Context: an optimization exercise on an open-source flow, tuned for small area, a short achievable clock period and few clock cycles per item. The choices shown serve that exercise and are no tape-out recipe.
The RTL was checked by simulation tests, not by an equivalence proof against the original design.
No activity file was given, so power comes from the tool's default toggle rates.

run A:
Design ina3221_rcu, start of the top module:
module ina3221_rcu #(
    parameter [6:0] DEV_ADDR = 7'h40
) (
    input  wire        clk,
    input  wire        rst,
    input  wire        cmd_valid,
    output wire        cmd_ready,
    input  wire [47:0] cmd,
    output wire        rsp_valid,
    input  wire        rsp_ready,
    output wire [79:0] rsp,
    output wire        tr_req_valid,
    output wire        tr_req_write,
    output wire [6:0]  tr_req_dev,
    output wire [7:0]  tr_req_reg,
    output wire [15:0] tr_req_wdata,
    input  wire        tr_ans_valid,
    input  wire        tr_ans_ok,
    input  wire [15:0] tr_ans_rdata,
    input  wire [7:0]  tr_ans_err,
    input  wire        pin_pv,
    input  wire        pin_crit,
    input  wire        pin_warn,
    input  wire        pin_tc,
    input  wire [15:0] shunt_r_mohm,
    output wire        inited_o,
    output wire [15:0] cfg_cache_o
);
For scale: ~140 flip-flops, roughly 230 I/O pins, about 0.012 sq mm of cells after synthesis.
Settings: LEC_CHECK=0, ABC_AREA=1, CAP_MARGIN=20, CORE_MARGIN=2, CORE_UTILIZATION=40, PLACE_DENSITY=0.6, SETUP_SLACK_MARGIN=5, SLEW_MARGIN=20; clock period 9.0 ns.
standard.sh (not shown) runs the stock make flow with config.mk's settings and CLKGATE_MAP_FILE= SYNTH_SCRIPT=/design/flow/synth_recipe.tcl, a recipe that flattens the netlist after the stock synthesis.
==> flow/flow/run.sh <==
#!/bin/bash
# The standard layout (standard.sh), with every port buffered by the
# platform's smallest buffer (sky130_fd_sc_hd__buf_1) and repair_timing
# aiming for a setup slack of 5.5 ns. The tool output goes to standard.log.
set -euo pipefail
export BUFFER_PORTS_ARGS="-buffer_cell sky130_fd_sc_hd__buf_1"
sed 's/SETUP_SLACK_MARGIN=[0-9.]*/SETUP_SLACK_MARGIN=5.5/' standard.sh > standard_flow.sh
bash standard_flow.sh > standard.log 2>&1
Run A: all stages complete, timing, DRC and antenna checks passed
Testbench counts of run A, summed over its fixed seeds: cycles 30,295, ops 3,200.
For run B, these inputs were changed with respect to run A:
- a change of CORE_UTILIZATION from 40 to 70
- a change of PLACE_DENSITY from 0.6 to 0.85
==> flow/run.sh (new file) <==
#!/bin/bash
# synth_recipe.tcl (not shown) runs the flow's synth.tcl, then flattens the netlist and writes it again
# the make line also repeats each setting of config.mk as NAME=value (left out here)
make -C /OpenROAD-flow-scripts/flow DESIGN_CONFIG=/design/flow/config.mk WORK_HOME=/design/flow/orfs CLKGATE_MAP_FILE= SYNTH_SCRIPT=/design/flow/synth_recipe.tcl finish
removed: flow/flow/run.sh
removed: flow/standard.sh
Findings:
No final results exist for run B, since it was stopped by error GRT-0232 during global routing. Compared run B vs run A, and instance area at placement is up in run B. Run B vs. run A: number of buffers added for setup after CTS saw a decrease, HPWL after detailed placement decreased by about 13% relative to the old numbers. [run B vs run A] worst setup slack after placement: lower in run B. Between run A and run B, placed instance count is lower for run B, run A comes in above that. Run B vs run A — die span in y dropped 42 microns.
> inputs changed (run B -> run C)
- PLACE_DENSITY now 0.7, was 0.85
- CORE_UTILIZATION now 55, was 70
Run C finished end to end and its layout was clean on timing, DRC and antenna. Against run B as the reference, run C delivers a lower effective utilization at floorplan. Last weighted congestion value of the routability-driven placer (run C / run B): 0.855. Run C vs. run B: count of pins on the block boundary neither gained nor lost much, cell area reported after detailed placement went up by 0.65%, simple logic cell fraction of the synthesized area now sits at about the same level, pre-CTS setup slack now sits lower.

---

Starting RTL as in the previous note.
Settings: LEC_CHECK=0, ABC_AREA=1, CAP_MARGIN=20, CORE_MARGIN=2, CORE_UTILIZATION=40, PLACE_DENSITY=0.6, SETUP_SLACK_MARGIN=5, SLEW_MARGIN=20, TNS_END_PERCENT=5; clock period 9.0 ns.
run.sh (not shown) runs the stock make flow with config.mk's settings and CLKGATE_MAP_FILE= SYNTH_SCRIPT=/design/flow/synth_recipe.tcl, a recipe that flattens the netlist after the stock synthesis.
Stock flow here: none of the scripts above is used.
Testbench counts at the start, summed over its fixed seeds: cycles 30,295, ops 3,200.
Edit:
==> flow/flow/run.sh (new file) <==
#!/bin/bash
# The standard layout with a tighter repair target: repair_timing aims
# for a setup slack of MARGIN ns at the design's clock period.
set -euo pipefail
MARGIN=6
sed "s/SETUP_SLACK_MARGIN=[0-9.]*/SETUP_SLACK_MARGIN=$MARGIN/" standard.sh > standard_margin.sh
bash standard_margin.sh > standard.log 2>&1
==> flow/standard.sh (new file) <==
#!/bin/bash
# synth_recipe.tcl (not shown) runs the flow's synth.tcl, then flattens the netlist and writes it again
# the make line also repeats each setting of config.mk as NAME=value (left out here)
make -C /OpenROAD-flow-scripts/flow DESIGN_CONFIG=/design/flow/config.mk WORK_HOME=/design/flow/orfs CLKGATE_MAP_FILE= SYNTH_SCRIPT=/design/flow/synth_recipe.tcl "${@:-finish}"
Settings changed: TNS_END_PERCENT 5 to unset.
removed: flow/run.sh
=> The changed run completed with no timing, DRC or antenna violations; first-iteration DRC count grows by 37%; worst hold slack gains 20 ps; clock power shrinks by about 2%; worst setup slack improved by 250 ps; core utilization went up by 17 points; global-route usage grows by 9.8 points; cell area rises by 32%; power went up by 20%; non-clock buffer count is higher by 326; area after synthesis is unchanged.
Edit:
==> flow/flow/run.sh (replaced) <==
#!/bin/bash
# The standard layout (standard.sh), with every port buffered by the
# platform's smallest buffer (sky130_fd_sc_hd__buf_1) instead of the delay
# buffer ORFS's buffer_ports picks by default. The tool output goes to
# standard.log in this folder.
set -euo pipefail
export BUFFER_PORTS_ARGS="-buffer_cell sky130_fd_sc_hd__buf_1"
bash standard.sh > standard.log 2>&1
=>
- power is lower by 20%
- die area stays the same
- count of clock-buffer cells in the layout stays the same
- setup slack got worse by 130 ps
- synthesized cell count is unchanged
- routed wire length is lower by about 27%
- cell count is lower by about 14%
- register-to-register slack barely changes
Edit:
--- a/flow/flow/run.sh
+++ b/flow/flow/run.sh
@@ -4,2 +4,2 @@
-# buffer ORFS's buffer_ports picks by default. The tool output goes to
-# standard.log in this folder.
+# buffer ORFS's buffer_ports picks by default, and gate resizing not held
+# to the same cell footprint. The tool output goes to standard.log here.
@@ -8 +8,3 @@
-bash standard.sh > standard.log 2>&1
+sed 's/ SETUP_SLACK_MARGIN=/ MATCH_CELL_FOOTPRINT=0 SETUP_SLACK_MARGIN=/' standard.sh > standard_flow.sh
+grep -q MATCH_CELL_FOOTPRINT=0 standard_flow.sh
+bash standard_flow.sh > standard.log 2>&1
- worst setup slack gains 37 ps
- synthesized area does not change
- combinational power is about the same
- sequential cell count is unchanged
- register-to-register slack gains 20 ps
- wire length is about the same

---

ina3221_rcu, a different RTL version from the one above (not shown whole).
Size in the first run: ~2,000 cells after synthesis, about 230 I/O pins, about 14,000 sq um of cells after synthesis.
Settings: LEC_CHECK=0, ABC_AREA=1, CAP_MARGIN=20, CORE_MARGIN=2, CORE_UTILIZATION=40, PLACE_DENSITY=0.6, SETUP_SLACK_MARGIN=5, SLEW_MARGIN=20; clock period 9.0 ns.
standard.sh (not shown) runs the stock make flow with config.mk's settings and CLKGATE_MAP_FILE= SYNTH_SCRIPT=/design/flow/synth_recipe.tcl, a recipe that flattens the netlist after the stock synthesis.
==> flow/flow/run.sh <==
#!/bin/bash
# The standard layout with a tighter repair target: repair_timing aims
# for a setup slack of MARGIN ns at the design's clock period.
set -euo pipefail
MARGIN=6
sed "s/SETUP_SLACK_MARGIN=[0-9.]*/SETUP_SLACK_MARGIN=$MARGIN/" standard.sh > standard_margin.sh
bash standard_margin.sh > standard.log 2>&1
Testbench counts at the start, summed over its fixed seeds: cycles 30,378, ops 3,200.
Change:
==> flow/run.sh (new file) <==
#!/bin/bash
# synth_recipe.tcl (not shown) runs the flow's synth.tcl, then flattens the netlist and writes it again
# the make line also repeats each setting of config.mk as NAME=value (left out here)
make -C /OpenROAD-flow-scripts/flow DESIGN_CONFIG=/design/flow/config.mk WORK_HOME=/design/flow/orfs CLKGATE_MAP_FILE= SYNTH_SCRIPT=/design/flow/synth_recipe.tcl finish
removed: flow/flow/run.sh
removed: flow/standard.sh
Result:
- The new run completed without violations
- clock-buffer cell count shrinks by 1
- global-route usage is lower by 1.9 points
- hold slack gets worse by 35 ps
- utilization shrinks by 9.9 points
- combinational power fell by about 25%
- non-clock buffer count falls by 219
- setup slack gains 42 ps
- routed wire length goes down by 11%
- area after synthesis stays the same
- first-iteration DRC count goes down by about 25%

---

RTL: one of the versions met above, not the one the previous note started from.
Size in the first run: roughly 1600 cells after synthesis, ~140 flip-flops, about 230 I/O pins.
export LEC_CHECK = 0
export ABC_AREA = 1
export CAP_MARGIN = 20
export CORE_MARGIN = 2
export CORE_UTILIZATION = 40
export PLACE_DENSITY = 0.6
export SETUP_SLACK_MARGIN = 5
export SLEW_MARGIN = 20
create_clock -name core_clock -period 9.0 [get_ports {clk}]
==> flow/flow/run.sh <==
#!/bin/bash
# The standard layout (standard.sh), with every port buffered by the
# platform's smallest buffer (sky130_fd_sc_hd__buf_1) and repair_timing
# aiming for a setup slack of 4.5 ns. The tool output goes to standard.log.
set -euo pipefail
export BUFFER_PORTS_ARGS="-buffer_cell sky130_fd_sc_hd__buf_1"
sed 's/SETUP_SLACK_MARGIN=[0-9.]*/SETUP_SLACK_MARGIN=4.5/' standard.sh > standard_flow.sh
bash standard_flow.sh > standard.log 2>&1
Testbench counts at the start, summed over its fixed seeds: cycles 30,295, ops 3,200.
==> next run, changes <==
==> flow/run.sh (new file) <==
#!/bin/bash
# synth_recipe.tcl (not shown) runs the flow's synth.tcl, then flattens the netlist and writes it again
# the make line also repeats each setting of config.mk as NAME=value (left out here)
make -C /OpenROAD-flow-scripts/flow DESIGN_CONFIG=/design/flow/config.mk WORK_HOME=/design/flow/orfs CLKGATE_MAP_FILE= SYNTH_SCRIPT=/design/flow/synth_recipe.tcl finish
removed: flow/flow/run.sh
removed: flow/standard.sh
Effect: Final area rose by about a fifth; count of clock-buffer cells in the layout is lower by 3; total power climbs by a few percent; clock power rose by a few percent; synthesized cell count is unchanged.

==> static timing again, ports no longer ideal <==
How much do the figures lean on ideal ports? The routed layouts below were timed once more, with nothing changed but the port constraints.
Step 1 assumes that a clkbuf_16 drives the clock port and a buf_2 every other input.
Step 2 also shifts input and output timing later by t, the mid clock arrival at the registers, as if the neighbouring blocks saw the same clock.
Slacks: no drivers / after step 1 / after step 2; pairs: no drivers / after step 1.
run | t (ns) | setup slack, ns | worst setup path after step 2 | clock arrival spread, ns
run A | 0.498 | 5.318 / 5.318 / 4.878 | input to register | 0.017 / 0.017
run C | 0.488 | 5.015 / 4.961 / 4.620 | input to register | 0.013 / 0.014
the first run of note 2 | 0.486 | 4.920 / 4.953 / 4.466 | input to register | 0.015 / 0.015
the second run of note 2 | 0.506 | 5.175 / 5.173 / 4.668 | input to register | 0.021 / 0.021
the third run of note 2 | 0.477 | 5.044 / 5.076 / 4.599 | input to register | 0.017 / 0.017
the fourth run of note 2 | 0.477 | 5.082 / 5.102 / 4.631 | input to register | 0.017 / 0.017
the first run of note 3 | 0.514 | 4.913 / 4.930 / 4.416 | input to register | 0.020 / 0.020
the second run of note 3 | 0.514 | 4.955 / 4.928 / 4.415 | input to register | 0.019 / 0.019
the first run of note 4 | 0.483 | 4.784 / 4.797 / 4.314 | input to register | 0.016 / 0.016
the second run of note 4 | 0.483 | 5.026 / 4.989 / 4.572 | input to register | 0.015 / 0.015
After both steps setup and hold are still met in every run listed. For the second run of note 3, which loses most, drivers alone change the setup slack by -0.027 ns; drivers and shift together by -0.540 ns.
